From an optimization exercise on the open Yosys and OpenROAD flow, aimed at small area, a short achievable clock period and few clock cycles; shortcuts taken in it are not production practice. The RTL was checked by simulation tests, not by an equivalence proof against the original design. Power and IR drop assume default switching activity.

==> flow/design.v <==
module mte_top (
    input  wire        clk,
    input  wire        rst,         
    input  wire        tick_en,     
    input  wire        clk_rdy,     
    input  wire        req_valid,
    output wire        req_ready,
    input  wire [47:0] req_word,
    output reg         rsp_valid,
    output reg  [2:0]  rsp_code,
    output reg  [31:0] rsp_data
);
    localparam [2:0] R_OK    = 3'd0, R_CFG  = 3'd1, R_HWI   = 3'd2, R_NOTI = 3'd3,
                     R_INTEG = 3'd4, R_BUS  = 3'd5, R_PROTO = 3'd6;
    localparam [2:0] E_IDLE = 3'd0, E_LO2 = 3'd1, E_LO3 = 3'd2, E_LO4 = 3'd3,
                     E_WD2  = 3'd4, E_WD3 = 3'd5, E_WD4 = 3'd6, E_SL1 = 3'd7;
    function [14:0] div8;
        input [6:0] r;
        input [7:0] x;
        reg   [6:0] rr, y, c;
        reg   [7:0] q;
        integer k, j;
        begin
            rr = r;
            for (k = 7; k >= 0; k = k - 1) begin
                y    = {rr[5:0], x[k]};
                q[k] = rr[6] | (&rr[5:1] & (rr[0] | x[k]));
                c[0] = 1'b1;
                c[1] = y[0];
                c[2] = y[1] | y[0];
                for (j = 3; j < 7; j = j + 1)
                    c[j] = c[j-1] & y[j-1];
                rr[0] = y[0] ^ q[k];
                rr[1] = y[1] ^ (q[k] & ~y[0]);
                for (j = 2; j < 7; j = j + 1)
                    rr[j] = y[j] ^ (q[k] & c[j]);
            end
            div8 = {rr, q};
        end
    endfunction
    reg        run;
    reg [31:0] fin;
    reg [12:0] tsf;         
    reg        inexact;
    reg [12:0] pd;          
    reg        rx;          
    reg [3:0]  fcnt;
    reg        dvalid;      
    reg [31:0] cnt;
    reg        ovfp;
    reg [31:0] wrap;
    reg        wsat;
    reg        ovr;
    reg        pv0, pv1, pf0, pf1;
    reg [31:0] sw0, sw1, sc0, sc1;
    reg [22:0] qwr;         
    reg [6:0]  r7r;
    reg [31:0] mslo;        
    reg [6:0]  wkr;
    reg        l_ok, c_hi, c_lo, cport;
    reg        dsrc;        
    reg        dlo;         
    reg        dpend;       
    reg [2:0]  est;
    reg        ready_r;
    assign req_ready = ready_r;
    wire        acc   = req_valid & ready_r;
    wire        t_wr  = req_word[47];
    wire [1:0]  t_sz  = req_word[46:45];
    wire        t_rsv = req_word[44];
    wire [11:0] t_off = req_word[43:32];
    wire [31:0] t_dat = req_word[31:0];
    wire [3:0]  t_pg  = t_off[11:8];
    wire [2:0]  t_port = t_off[7:5];
    wire [4:0]  t_preg = t_off[4:0];
    wire [7:0]  t_greg = t_off[7:0];
    wire fmt_ok   = !t_rsv && t_sz == 2'd2 && t_off[1:0] == 2'd0;
    wire g_map    = t_pg == 4'd0 && t_greg <= 8'h1C;
    wire p_map    = t_pg == 4'd1 && t_port < 3'd2 && t_preg <= 5'h14;
    wire p        = t_port[0];
    wire g_cmd  = g_map && t_greg[4:2] == 3'd0;
    wire g_fin  = g_map && t_greg[4:2] == 3'd2;
    wire g_cnt  = g_map && t_greg[4:2] == 3'd6;
    wire g_wrap = g_map && t_greg[4:2] == 3'd7;
    wire q_req  = p_map && t_preg[4:2] == 3'd0;
    wire q_stat = p_map && t_preg[4:2] == 3'd1;
    wire wr_ok  = g_cmd | g_fin | q_req | g_cnt | g_wrap;
    wire rd_ok  = (g_map & !g_cmd) | (p_map & !q_req);
    wire legal  = fmt_ok && (g_map || p_map) && (t_wr ? wr_ok : rd_ok);
    wire pv = p ? pv1 : pv0;
    wire pf = p ? pf1 : pf0;
    wire cfg_bad = tsf == 13'd0;    
    wire op_init  = acc && legal && t_wr && g_cmd && t_dat == 32'd1;
    wire op_shut  = acc && legal && t_wr && g_cmd && t_dat == 32'd2;
    wire init_ok  = op_init && !run && !cfg_bad && clk_rdy;
    wire op_fin   = acc && legal && t_wr && g_fin;
    wire op_snap  = acc && legal && t_wr && q_req && run;
    wire op_wcnt  = acc && legal && t_wr && g_cnt && run;
    wire op_wwrap = acc && legal && t_wr && g_wrap && run;
    wire [14:0] a_o  = div8(r7r, {wrap[2:0], cnt[31:27]});
    wire [31:0] swc  = cport ? sw1 : sw0;
    wire [31:0] scc  = cport ? sc1 : sc0;
    wire [31:0] wsrc = dsrc ? swc : wrap;
    reg  [6:0]  b_r;
    reg  [7:0]  b_x;
    always @(*) begin
        case (est)
            E_LO2:   begin b_r = wkr; b_x = scc[26:19]; end
            E_LO3:   begin b_r = wkr; b_x = scc[18:11]; end
            E_LO4:   begin b_r = wkr; b_x = scc[10:3]; end
            E_WD2:   begin b_r = {2'd0, wsrc[31:27]}; b_x = wsrc[26:19]; end
            E_WD3:   begin b_r = r7r; b_x = wsrc[18:11]; end
            E_WD4:   begin b_r = r7r; b_x = wsrc[10:3]; end
            default: begin b_r = r7r; b_x = {swc[2:0], scc[31:27]}; end
        endcase
    end
    wire [14:0] b_o  = div8(b_r, b_x);
    wire [6:0]  b_ro = b_o[14:8];
    wire [7:0]  b_q  = b_o[7:0];
    wire [31:0] lo_now = {mslo[23:0], b_q};         
    wire [22:0] hi_now = {qwr[14:0], b_q};          
    wire        lo_run = est == E_LO2 || est == E_LO3 || est == E_LO4;
    wire ms_rd    = acc && legal && !t_wr && p_map && t_preg[4:3] == 2'b10 && run && pv && !pf;
    wire ms_lo_rd = ms_rd && !t_preg[2];
    wire ms_hit   = cport == p && (t_preg[2] ? c_hi : (c_lo | est == E_LO4));
    wire ms_wait  = ms_lo_rd && cport == p && !c_lo && (est == E_LO2 || est == E_LO3);
    wire ms_miss  = ms_rd && !ms_hit && !ms_wait;
    wire emit     = dpend && (dlo ? est == E_LO4 : est == E_WD4);
    reg [2:0]  nx_code;
    reg [31:0] nx_data;
    always @(*) begin
        nx_code = R_OK;
        nx_data = 32'd0;
        if (!legal) begin
            nx_code = R_BUS;
        end else if (t_wr) begin
            if (g_cmd) begin
                if (t_dat == 32'd1) begin
                    if (run)           nx_code = R_PROTO;
                    else if (cfg_bad)  nx_code = R_CFG;
                    else if (!clk_rdy) nx_code = R_HWI;
                end else if (t_dat != 32'd2) begin
                    nx_code = R_PROTO;
                end
            end else if (q_req | g_cnt | g_wrap) begin
                if (!run) nx_code = R_NOTI;
            end
        end else if (g_map) begin
            case (t_greg[4:2])
                3'd1: nx_data = {26'd0, inexact & run, ovr, wsat, ovfp, clk_rdy, run};
                3'd2: nx_data = fin;
                3'd3: nx_data = {19'd0, run ? tsf : 13'd0};
                3'd5: nx_data = {31'd0, run};
                3'd6: nx_data = cnt;
                3'd7: nx_data = wrap;
                default: nx_data = 32'd0;
            endcase
        end else if (q_stat) begin
            nx_data = {29'd0, pf, pv, 1'b0};
        end else begin
            if (!run)     nx_code = R_NOTI;
            else if (pf)  nx_code = R_INTEG;
            else if (!pv) nx_code = R_PROTO;
            else begin
                case (t_preg[4:2])
                    3'd2: nx_data = p ? sc1 : sc0;
                    3'd3: nx_data = p ? sw1 : sw0;
                    3'd4: nx_data = c_lo ? mslo : lo_now;
                    default: nx_data = {9'd0, qwr};
                endcase
            end
        end
    end
    always @(posedge clk) begin
        if (rst) begin
            rsp_valid <= 1'b0;
            rsp_code  <= 3'd0;
        end else if (emit) begin
            rsp_valid <= 1'b1;
            rsp_code  <= R_OK;
        end else begin
            rsp_valid <= acc & !ms_miss & !ms_wait;
            rsp_code  <= nx_code;
        end
        if (emit)
            rsp_data <= dlo ? lo_now : {9'd0, hi_now};
        else
            rsp_data <= (nx_code == R_OK) ? nx_data : 32'd0;
    end
    wire clk_step = run && clk_rdy && tick_en;
    wire pd_one   = pd == 13'd1;
    wire tick     = clk_step && pd_one;
    wire cnt_ones = &cnt;
    wire wrap_ev  = tick && cnt_ones;
    wire acc_step = run && ovfp;
    wire w_change = acc_step | op_wwrap | init_ok | op_shut;
    wire [14:0] f_t   = {rx, pd, tsf[12]};
    wire        f_ge  = f_t >= 15'd15625;
    wire [14:0] f_s   = f_t - 15'd15625;
    wire [13:0] f_r   = f_ge ? f_s[13:0] : f_t[13:0];
    wire        f_busy = !run && !dvalid;
    reg [2:0] est_n;
    reg       l_ok_n;
    reg       dpend_n;
    always @(*) begin
        l_ok_n  = l_ok & !w_change;
        dpend_n = dpend & !emit;
        case (est)
            E_LO2:   est_n = E_LO3;
            E_LO3:   est_n = E_LO4;
            E_WD2:   est_n = E_WD3;
            E_WD3:   est_n = E_WD4;
            E_WD4:   est_n = (dsrc && dlo) ? E_SL1 : E_IDLE;
            E_SL1:   est_n = E_LO2;
            default: est_n = E_IDLE;     
        endcase
        if (est == E_WD2 && dsrc)            
            l_ok_n = 1'b0;
        if (est == E_WD4 && !dsrc && !w_change)
            l_ok_n = 1'b1;
        if (!dsrc && w_change && (est == E_WD2 || est == E_WD3 || est == E_WD4))
            est_n = E_WD2;               
        if (est_n == E_IDLE && !l_ok_n && !dpend_n)
            est_n = E_WD2;
        if (op_snap)
            est_n = E_LO2;
        if (ms_wait)
            dpend_n = 1'b1;
        if (ms_miss) begin
            dpend_n = 1'b1;
            est_n   = (ms_lo_rd && cport == p && c_hi) ? E_SL1 : E_WD2;
        end
        if (rst) begin
            est_n   = E_WD2;
            l_ok_n  = 1'b0;
            dpend_n = 1'b0;
        end
    end
    wire run_n    = rst ? 1'b0 : init_ok ? 1'b1 : op_shut ? 1'b0 : run;
    wire dvalid_n = rst ? 1'b1 : op_fin ? 1'b0 : (f_busy && fcnt == 4'd13) ? 1'b1 : dvalid;
    always @(posedge clk) begin
        est     <= est_n;
        l_ok    <= l_ok_n;
        dpend   <= dpend_n;
        ready_r <= l_ok_n && !dpend_n && (est_n == E_IDLE || est_n == E_LO2 ||
                   est_n == E_LO3 || est_n == E_LO4) && (run_n || dvalid_n);
        if (rst) begin
            run <= 1'b0; fin <= 32'd0; tsf <= 13'd0; inexact <= 1'b0;
            cnt <= 32'd0; ovfp <= 1'b0; wrap <= 32'd0;
            wsat <= 1'b0; ovr <= 1'b0; fcnt <= 4'd0; dvalid <= 1'b1;
            pv0 <= 1'b0; pv1 <= 1'b0; pf0 <= 1'b0; pf1 <= 1'b0;
            c_hi <= 1'b0; c_lo <= 1'b0; dsrc <= 1'b0;
        end else begin
            if (f_busy) begin
                if (fcnt == 4'd0) begin
                    {rx, pd} <= {1'b0, fin[31:19]};
                    tsf      <= fin[18:6];
                    fcnt     <= 4'd1;
                end else begin
                    {rx, pd} <= f_r;
                    tsf      <= {tsf[11:0], f_ge};
                    if (fcnt == 4'd13) begin
                        inexact <= f_r != 14'd0 || fin[5:0] != 6'd0;
                        fcnt    <= 4'd0;
                    end else begin
                        fcnt <= fcnt + 4'd1;
                    end
                end
            end
            dvalid <= dvalid_n;
            if (clk_step)
                pd <= pd_one ? tsf : pd - 13'd1;
            if (tick)
                cnt <= cnt + 32'd1;
            if (wrap_ev) begin
                if (ovfp) ovr <= 1'b1;
                ovfp <= 1'b1;
            end
            if (acc_step) begin
                if (wrap == 32'hFFFFFFFF) wsat <= 1'b1;
                else                      wrap <= wrap + 32'd1;
                if (!wrap_ev) ovfp <= 1'b0;
            end
            if (op_fin)   begin fin <= t_dat; fcnt <= 4'd0; end
            if (op_wcnt)  cnt  <= t_dat;
            if (op_wwrap) wrap <= t_dat;
            if (op_snap) begin
                if (p) begin
                    sw1 <= wrap; sc1 <= cnt; pf1 <= wsat | ovr; pv1 <= !(wsat | ovr);
                end else begin
                    sw0 <= wrap; sc0 <= cnt; pf0 <= wsat | ovr; pv0 <= !(wsat | ovr);
                end
            end
            if (init_ok) begin
                run <= 1'b1;
                pd  <= tsf;
                cnt <= 32'd0;
            end
            if (op_shut)
                run <= 1'b0;
            if (init_ok || op_shut) begin
                ovfp <= 1'b0; wrap <= 32'd0; wsat <= 1'b0; ovr <= 1'b0;
                pv0 <= 1'b0; pv1 <= 1'b0; pf0 <= 1'b0; pf1 <= 1'b0;
            end
            case (est)
                E_LO2, E_LO3, E_SL1: begin wkr <= b_ro; mslo <= lo_now; end
                E_LO4: begin mslo <= lo_now; c_lo <= 1'b1; end
                E_WD2, E_WD3, E_WD4: begin r7r <= b_ro; qwr <= hi_now; end
                default: ;
            endcase
            if (est == E_WD2 && !dsrc)
                c_hi <= 1'b0;
            if (est == E_WD4 && dsrc)
                c_hi <= 1'b1;
            if (emit)
                dsrc <= 1'b0;
            if (op_snap) begin
                cport <= p;
                c_hi  <= 1'b1;
                c_lo  <= 1'b0;
                dsrc  <= 1'b0;
                wkr   <= a_o[14:8];
                mslo[7:0] <= a_o[7:0];
            end
            if (ms_miss) begin
                cport <= p;
                dsrc  <= 1'b1;
                c_lo  <= 1'b0;
                if (!(cport == p && c_hi)) c_hi <= 1'b0;
            end
            if (ms_miss || ms_wait)
                dlo <= ms_lo_rd;
            if (init_ok || op_shut) begin
                c_hi <= 1'b0; c_lo <= 1'b0;
            end
        end
    end
endmodule
==> flow/run.sh <==
#!/bin/bash
# synth_recipe.tcl (not shown) runs the flow's synth.tcl, then flattens the netlist and writes it again
# the make line also repeats each setting of config.mk as NAME=value (left out here)
make -C /OpenROAD-flow-scripts/flow DESIGN_CONFIG=/design/flow/config.mk WORK_HOME=/design/flow/orfs CLKGATE_MAP_FILE= SYNTH_SCRIPT=/design/flow/synth_recipe.tcl finish
==> flow/config.mk <==
export PLATFORM = sky130hd
export DESIGN_NAME = mte_top
export DESIGN_NICKNAME = mte_top
export VERILOG_FILES = /design/flow/design.v
export SDC_FILE = /design/flow/constraint.sdc
export NUM_CORES = 4
export LEC_CHECK = 0
export ABC_AREA = 1
export CAP_MARGIN = 20
export CORE_MARGIN = 2
export CORE_UTILIZATION = 40
export SLEW_MARGIN = 20
==> flow/constraint.sdc <==
create_clock -name core_clock -period 55.0 [get_ports {clk}]
set_input_delay 11.0000 -clock core_clock [delete_from_list [all_inputs] [get_ports {clk}]]
set_output_delay 11.0000 -clock core_clock [all_outputs]
set_load 0.01 [all_outputs]
==> results of run 1 <==
logic make-up (layout without fill, tap and decap cells):
family | after synthesis | after routing | synth area share, %
AOI/OAI and AO/OA | 703 | 703 | 19.4
other | 0 | 6 | 0
adders and majority gates | 26 | 26 | 1.45
muxes | 11 | 11 | 0.490
buffers and inverters | 500 | 603 | 8.44
xor gates and xnor gates | 98 | 98 | 3.89
DFF | 381 | 381 | 43.4
and+or+nand+nor | 1221 | 1221 | 22.9
cell usage in the layout (no fill, tap or decap), types with 13 or more instances in the layout:
cell type / synthesis / final
nor4_1: 26 / 26
a221oi_1: 46 / 46
o31ai_1: 15 / 15
nand4_1: 47 / 47
a22oi_1: 26 / 26
clkdlybuf4s50_1: 0 / 87
dfxtp_1: 168 / 168
nor2_1: 328 / 321
edfxtp_1: 213 / 213
xor2_1: 77 / 77
ha_1: 26 / 26
xnor2_1: 19 / 19
a21oi_1: 162 / 161
clkbuf_16: 0 / 50
o2111ai_1: 23 / 23
inv_1: 357 / 357
nor3_1: 41 / 40
nand2_1: 631 / 631
nand3_1: 95 / 95
nand2_2: 13 / 13
o22ai_1: 53 / 53
buf_4: 1 / 48
a211oi_1: 33 / 33
o211ai_1: 14 / 14
clkinv_1: 14 / 18
o21ai_0: 250 / 250
a31oi_1: 25 / 24
sequential cells by signal, summed over array words and instances (netlist names), 23 cells and up:
signal,count
fin,32
sw1,32
cnt,32
wrap,32
sw0,32
mslo,32
sc1,32
rsp_data,32
qwr,23
sc0,32
worst max-delay path by stage:
stage | endpoint | cells after the start | slack (ns)
final | wrap[0] | 21 | 36.41
after global routing | wrap[0] | 21 | 35.79
after CTS | wrap[0] | 21 | 36.61
after detailed placement | wrap[0] | 21 | 36.03
after global placement | wrap[0] | 21 | 36.33
after floorplan | sc0[0] | 16 | 38.75
cell type report:
class | instances | area, sq um
antenna | 6 | 15.0
timing repair buffer | 138 | 1270
inverter | 382 | 1430
tap | 748 | 936
sequential | 381 | 9760
clock inverter | 23 | 235
multi-input combinational | 2059 | 10900
clock buffer | 60 | 1340
fill | 5564 | 29400
layer usage:
metal	share of wire [%]	up-vias	GRT usage, %
met1	41	10800	45.7
met3	10	221	6.35
met5	0	-	0
met2	44	1283	52.2
met4	6.0	0	18.7
li1	-	10200	-
metrics by stage:
step	instance area [sq um]	instances	util (%)	setup WS (ns)	power, mW
floorplan	22500	2940	-	38.75	0.805
global placement	24300	3707	43.9	36.33	0.937
detailed placement	24300	3707	43.9	36.03	0.945
CTS	25800	3790	46.7	36.61	1.26
global route	25900	3792	46.8	35.79	1.35
finish	25900	3797	46.8	36.41	1.27
worst max-delay path, cell delays in order:
cell and delay (ns):
clkdlybuf4s50_1 0.74, nand2_1 0.16, nor2_1 0.74, inv_1 0.66, o21ai_4 0.28, buf_4 0.47, nor2_1 0.13, nor3_1 0.32
nand4_1 0.20, nand2_1 0.21, nor2_1 0.06, inv_1 0.12, nor2_1 0.08, nand2_1 0.47, inv_1 0.31, nor2_1 0.49
clkinv_1 0.92, nor2_1 0.71, clkinv_1 0.41, buf_4 0.36, a211oi_1 0.24
power by group:
group / switching (mW) / leakage, nW / internal (mW)
combinational: 0.409 / 5.74 / 0.198
sequential: 0.0105 / 3.41 / 0.335
clock: 0.129 / 0.766 / 0.190
==> out/metrics.cfg, run 1 <==
[run_status]
outcome = no timing/DRC/antenna violations

[grt]
grt_overflow = 0
grt_pass1_vias = 20600
antenna_found_initial = 8
grt_pass1_wl_mm = 142
track_usage_pct = 34.2
grt_max_degree = 65

[drt]
dr.pass1.iters = 6
post_drt_wl_per_cell_microns = 26.4
drc = 0
routed_via_density = 5.92
ant_nets = 0
drt-initial-drc-count = 2984
num_vias = 22500
routed_wl_mm = 100

[synthesis]
synth_top_area_share_pct = 28.5
synth_edf_count = 213
ys_ff_latch = 381
synthFlopType = edfxtp_1
syn_area_sq_um = 22500
yosysTopAreaCell = edfxtp_1
synth_area_leaders = edfxtp_1 (28%), dfxtp_1 (15%), nand2_1 (11%), inv_1 (6.0%), o21ai_0 (5.6%)
async_reset_ff_share_pct = 0
yosys-top-cells-count = nand2_1 (631), inv_1 (357), nor2_1 (328)
yosysWarningCount = 1
avgSynthCellArea_sq_um = 7.64
synth.most_common_cell = nand2_1
postSynthCellCount = 2940
yosys.cell_types.count = 67
synth_fp_nets = 3019
synth.yosys.seq_area_share_pct = 43.4

[setup_path]
critPathMaxFanout = 44
path_class = in2reg
worstSetupStartpointType = input pin
cp.arrival_ns = 19.09
startpoint = req_word[34]
endpoint_kind = register
cp.required_ns = 55.50
rr_startpoint = est[2]
r2r_end = wkr[1]
reg2reg_slack_ns = 43.71
r2r_cells = 60

[placement]
gp_routability_congestion = 1.02
hpwl_mm = 77.1
io_buffers = 89

[final_layout]
fin_nets = 3086
drive_gt1_share_pct = 6.64
areaGrowthSynthToFinish_pct = 15.2

[floorplanning]
dieArea_sq_um = 58100
die_y_microns = 241
die-width_microns = 241
initial_core_util_pct = 40.6
placementRows = 86
fp.coreArea_sq_um = 55300
pin_count = 90

[timing]
fmax_mhz = 53.8
post-route-period-util_pct = 33.8
hold_viol = 0
worst_pin_slew_ns = 1.12
fin_hold_ws_ns = 0.452
slew_violations = 0
finalSetupViolCount = 0
relSlewSlack_pct = 23.1
period_needed_ns = 18.59
fin_skew_ns = 0.0251
finalSetupTns_ns = 0
rsz0062_at_grt = no

[clocking]
cts-buffers-inserted = 45
cts_resized = 0
path_clk_slew_ns = 0.06
cts_buffer_depth = 3
cts_sinks = 381
insertion_delay_ns = 0.59
cts-hold-fix-buffers = 0
htree_levels = 2
clockRootBuffer = clkbuf_16
tritoncts = yes
postCtsSetupBuffers = 0

[worst_hold_path]
hold_start = qwr[2]
holdPathStages = 0
hold_path_class = reg2reg
hold_path_end = qwr[10]

[power]
pwr_density_cell_nw_per_um2 = 49.1
power_leakage_nw = 9.91
vdd_drop_max_mv = 0.0654

[flow_run]
drv_cap = 0

Testbench counts, summed over its fixed seeds: cycles 13,598.
==> run 2: changes to the inputs <==
--- a/flow/config.mk
+++ b/flow/config.mk
@@ -6,5 +6,4 @@
 export NUM_CORES = 4
 export LEC_CHECK = 0
-export ABC_AREA = 1
 export CAP_MARGIN = 20
 export CORE_MARGIN = 2
==> out/metrics.cfg, run 2 <==
[final_layout]
fillers = 5526  ; -0.68%
fin_nets = 2659  ; -14%
final_cell_mix = nand2_1 (315), nor2_1 (265), edfxtp_1 (213), a21oi_1 (207), dfxtp_1 (165)
drive_gt1_share_pct = 10.3  ; +3.6 points
areaGrowthSynthToFinish_pct = 12.6
multi_input_area_sq_um = 12800  ; +18%
regArea_sq_um = 9760  ; about the same
layout_commonest_cell = nand2_1

[grt]
grt_pass1_vias = 20100  ; -2.3%
top_usage_layer = met2
use_met1_pct = 37.7  ; -7.9 points
grtUsageMet3_pct = 7.44  ; +1.1 points
grt_overflow = 0  ; unchanged
antenna_found_initial = 4  ; -4
grt_max_degree = 74  ; +14%
gr-usage-met2_pct = 44.4  ; -7.8 points
track_usage_pct = 28.4  ; -5.7 points
grt_pass1_wl_mm = 129  ; -9.3%

[timing]
finalSetupViolCount = 0  ; unchanged
slew_violations = 0  ; unchanged
hold_viol = 0  ; unchanged
rsz0062_at_grt = no
fin_ws_ns = 39.47  ; +3.06 ns
period_needed_ns = 15.53  ; -3.06 ns
relSlewSlack_pct = 24.1  ; +1.1 points
fin_skew_ns = 0.0220  ; -0.00311 ns
fmax_mhz = 64.4  ; +20%
worst_pin_slew_ns = 1.13  ; +0.00426 ns
finalSetupTns_ns = 0  ; unchanged
post-route-period-util_pct = 28.2  ; -5.6 points

[power]
vdd_drop_max_mv = 0.0440  ; -33%
power_leakage_nw = 8.88  ; -10%
pwr_density_cell_nw_per_um2 = 41.8  ; -15%

[clocking]
postCtsSetupBuffers = 0  ; unchanged
cts-hold-fix-buffers = 0  ; unchanged
insertion_delay_ns = 0.61  ; +0.02 ns
cts_sinks = 381  ; unchanged
htree_levels = 2  ; unchanged
path_clk_slew_ns = 0.06  ; about the same
cts-buffers-inserted = 43  ; -4.4%
clockRootBuffer = clkbuf_16
cts_resized = 0  ; unchanged
tritoncts = yes
cts_buffer_depth = 3  ; unchanged

[synthesis]
synth.most_common_cell = nand2_1
synth.yosys.seq_area_share_pct = 41.7  ; -1.7 points
synthFlopType = edfxtp_1
synth_edf_count = 213  ; unchanged
postSynthCellCount = 2569  ; -13%
yosys-top-cells-count = nand2_1 (315), nor2_1 (266), edfxtp_1 (213)
synth_fp_nets = 2648  ; -12%
avgSynthCellArea_sq_um = 9.11  ; +19%
synth_area_leaders = edfxtp_1 (27%), dfxtp_1 (14%), nand2_1 (5.0%), a21oi_1 (4.5%), mux2i_1 (4.3%)
yosysWarningCount = 1  ; unchanged
yosysTopAreaCell = edfxtp_1
async_reset_ff_share_pct = 0  ; unchanged
syn_area_sq_um = 23400  ; +4.2%
yosys.cell_types.count = 126  ; +88%
synth_top_area_share_pct = 27.3  ; -1.1 points
ys_ff_latch = 381  ; unchanged

[placement]
hpwl_mm = 64.9  ; -16%
place_ws_ns = 39.06  ; +3.02 ns
io_buffers = 89  ; unchanged
gp_routability_congestion = 0.969  ; -5.1%

[setup_path]
cpPeakStageDelay_ns = 0.73  ; -0.19 ns
worstSetupStartpointType = input pin
cp_num_buf_inv = 4  ; -4
cp.arrival_ns = 15.74  ; -3.35 ns
cp.required_ns = 55.21  ; -0.29 ns
crit_family = simple AND/OR/NAND/NOR gates
crit_chain = clkdlybuf4s50_1 -> buf_4 -> clkinv_1 -> nand4_1 -> nor3_1 -> a41oi_1 -> and3_1 -> nor4_1 -> nand2_1 -> nor2_1 -> nand4_1 -> nor3b_2 -> buf_4
path_class = in2reg
r2r_cells = 52  ; -13%
critPathMaxFanout = 64  ; +45%
endpoint_kind = register
worst-path-stages = 13  ; -38%
slowest_stage = nand4_1

[floorplanning]
die-width_microns = 246  ; +2.0%
placementRows = 88  ; +2.3%
dieArea_sq_um = 60500  ; +4.1%
pin_count = 90  ; unchanged
fp.coreArea_sq_um = 57800  ; +4.5%
die_y_microns = 246  ; +2.0%
initial_core_util_pct = 40.5  ; -0.13 points

[drt]
post_drt_wl_per_cell_microns = 25.9  ; -2.0%
drt-initial-drc-count = 2645  ; -11%
routed_wl_mm = 87.6  ; -13%
ant_nets = 0  ; unchanged
num_vias = 21200  ; -5.8%
drc = 0  ; unchanged
dr.pass1.iters = 5  ; -1
routed_via_density = 6.27  ; +5.8%

[run_status]
outcome = no timing/DRC/antenna violations

[worst_hold_path]
hold_path_class = reg2reg
holdPathStages = 2  ; +2

[flow_run]
drv_cap = 0  ; unchanged

run 2: changes by cell type in the layout (fill, tap and decap cells not counted), moves of 29 or more:
| cell | change |
|---|---|
| xnor2_1 | +40 |
| a21oi_1 | +46 |
| and2_1 | +29 |
| nand3_1 | -36 |
| and3_1 | +32 |
| nand2_1 | -316 |
| mux2_2 | +52 |
| mux2i_1 | +89 |
| nor2_1 | -56 |
| o21ai_0 | -134 |
| a211oi_1 | +48 |
| inv_1 | -314 |
run 2: per-stage QoR:
| step | hold slack [ns] | instances | utilization [%] | total power [mW] | instance area [sq um] |
|---|---|---|---|---|---|
| final | 0.479 | 3381 | 45.6 | 1.10 | 26400 |
| after global routing | 0.507 | 3380 | 45.6 | 1.16 | 26400 |
| after CTS | 0.481 | 3380 | 45.6 | 1.10 | 26400 |
| after detailed placement | 0.473 | 3300 | 43.1 | 0.794 | 24900 |
| after global placement | 0.458 | 3300 | 43.1 | 0.786 | 24900 |
| after floorplan | 0.424 | 2569 | - | 0.689 | 23400 |
run 2: kinds of logic (layout without fill, tap and decap cells):
group / Yosys count / after routing / share of synthesized area (%)
and+or+nand+nor: 942 / 942 / 19.4
AOI/OAI and AO/OA: 719 / 719 / 20.9
DFF: 381 / 381 / 41.7
buffers and inverters: 211 / 257 / 3.73
muxes: 170 / 170 / 8.39
xor gates and xnor gates: 117 / 117 / 4.41
adders and majority gates: 29 / 29 / 1.52
other: 0 / 1 / 0
run 2: area by class of cell:
| class | count | area share, % |
|---|---|---|
| clock inverters | 32 | 1.32 |
| inverters | 47 | 0.669 |
| flip-flops and latches | 381 | 37.0 |
| clock buffers | 48 | 4.19 |
| diodes | 1 | 0.00950 |
| well taps | 765 | 3.63 |
| multi-input cells | 1977 | 48.7 |
| repair buffers | 130 | 4.47 |
run 2: worst paths after layout:
kind,end,start,slack [ns]
max,sc1[20],req_word[35],39.47
min,fin[0],fin[0],0.48
max reg2reg,wkr[1],est[0],40.00
min reg2reg,fin[0],fin[0],0.48
run 2: worst reg2reg max path: cells and delay by family, from the launching register on:
family                   cells  cell delay, ns
adder cells (fa/ha/maj)      8            2.12
XOR/XNOR                     4            1.19
AND/OR/NAND/NOR             21            4.58
flip-flops                   1            0.69
buffers and inverters        3            0.85
AO/OA/AOI/OAI               16            5.33
run 2: power by group:
group          total [mW]  switching (mW)  internal (mW)
Sequential          0.331          0.0156          0.315
Clock               0.303           0.128          0.175
Combinational       0.468           0.286          0.182
run 2: layer usage:
layer / routed length, microns / vias up
met2: 38800 / 1104
met5: 45 / -
met1: 35700 / 10300
met3: 9570 / 176
met4: 3400 / 8
li1: - / 9618

==> separate check: timing with driven ports <==
How much do the figures lean on ideal ports? The routed layouts below were timed once more, with nothing changed but the port constraints. Step 1 sets driving cells, clkbuf_16 on the clock port and buf_2 on the other inputs (assumed; they add their load-dependent delay and slew). Step 2 times the ports against the registers' clock, not the clock port: input delays grow and output delays shrink by t, the midpoint of the rising clock arrivals with the driver on. Slacks: no drivers / after step 1 / after step 2; pairs: no drivers / after step 1.
run | t, ns | setup slack, ns | clock arrival spread, ns
run 1 | 0.639 | 36.412 / 36.327 / 35.687 | 0.031 / 0.031
run 2 | 0.651 | 39.470 / 39.505 / 38.854 | 0.022 / 0.022
After both steps setup and hold are still met in every run listed. The setup slack of run 1, which loses most, moves by -0.085 ns with the drivers and by -0.725 ns with both steps.
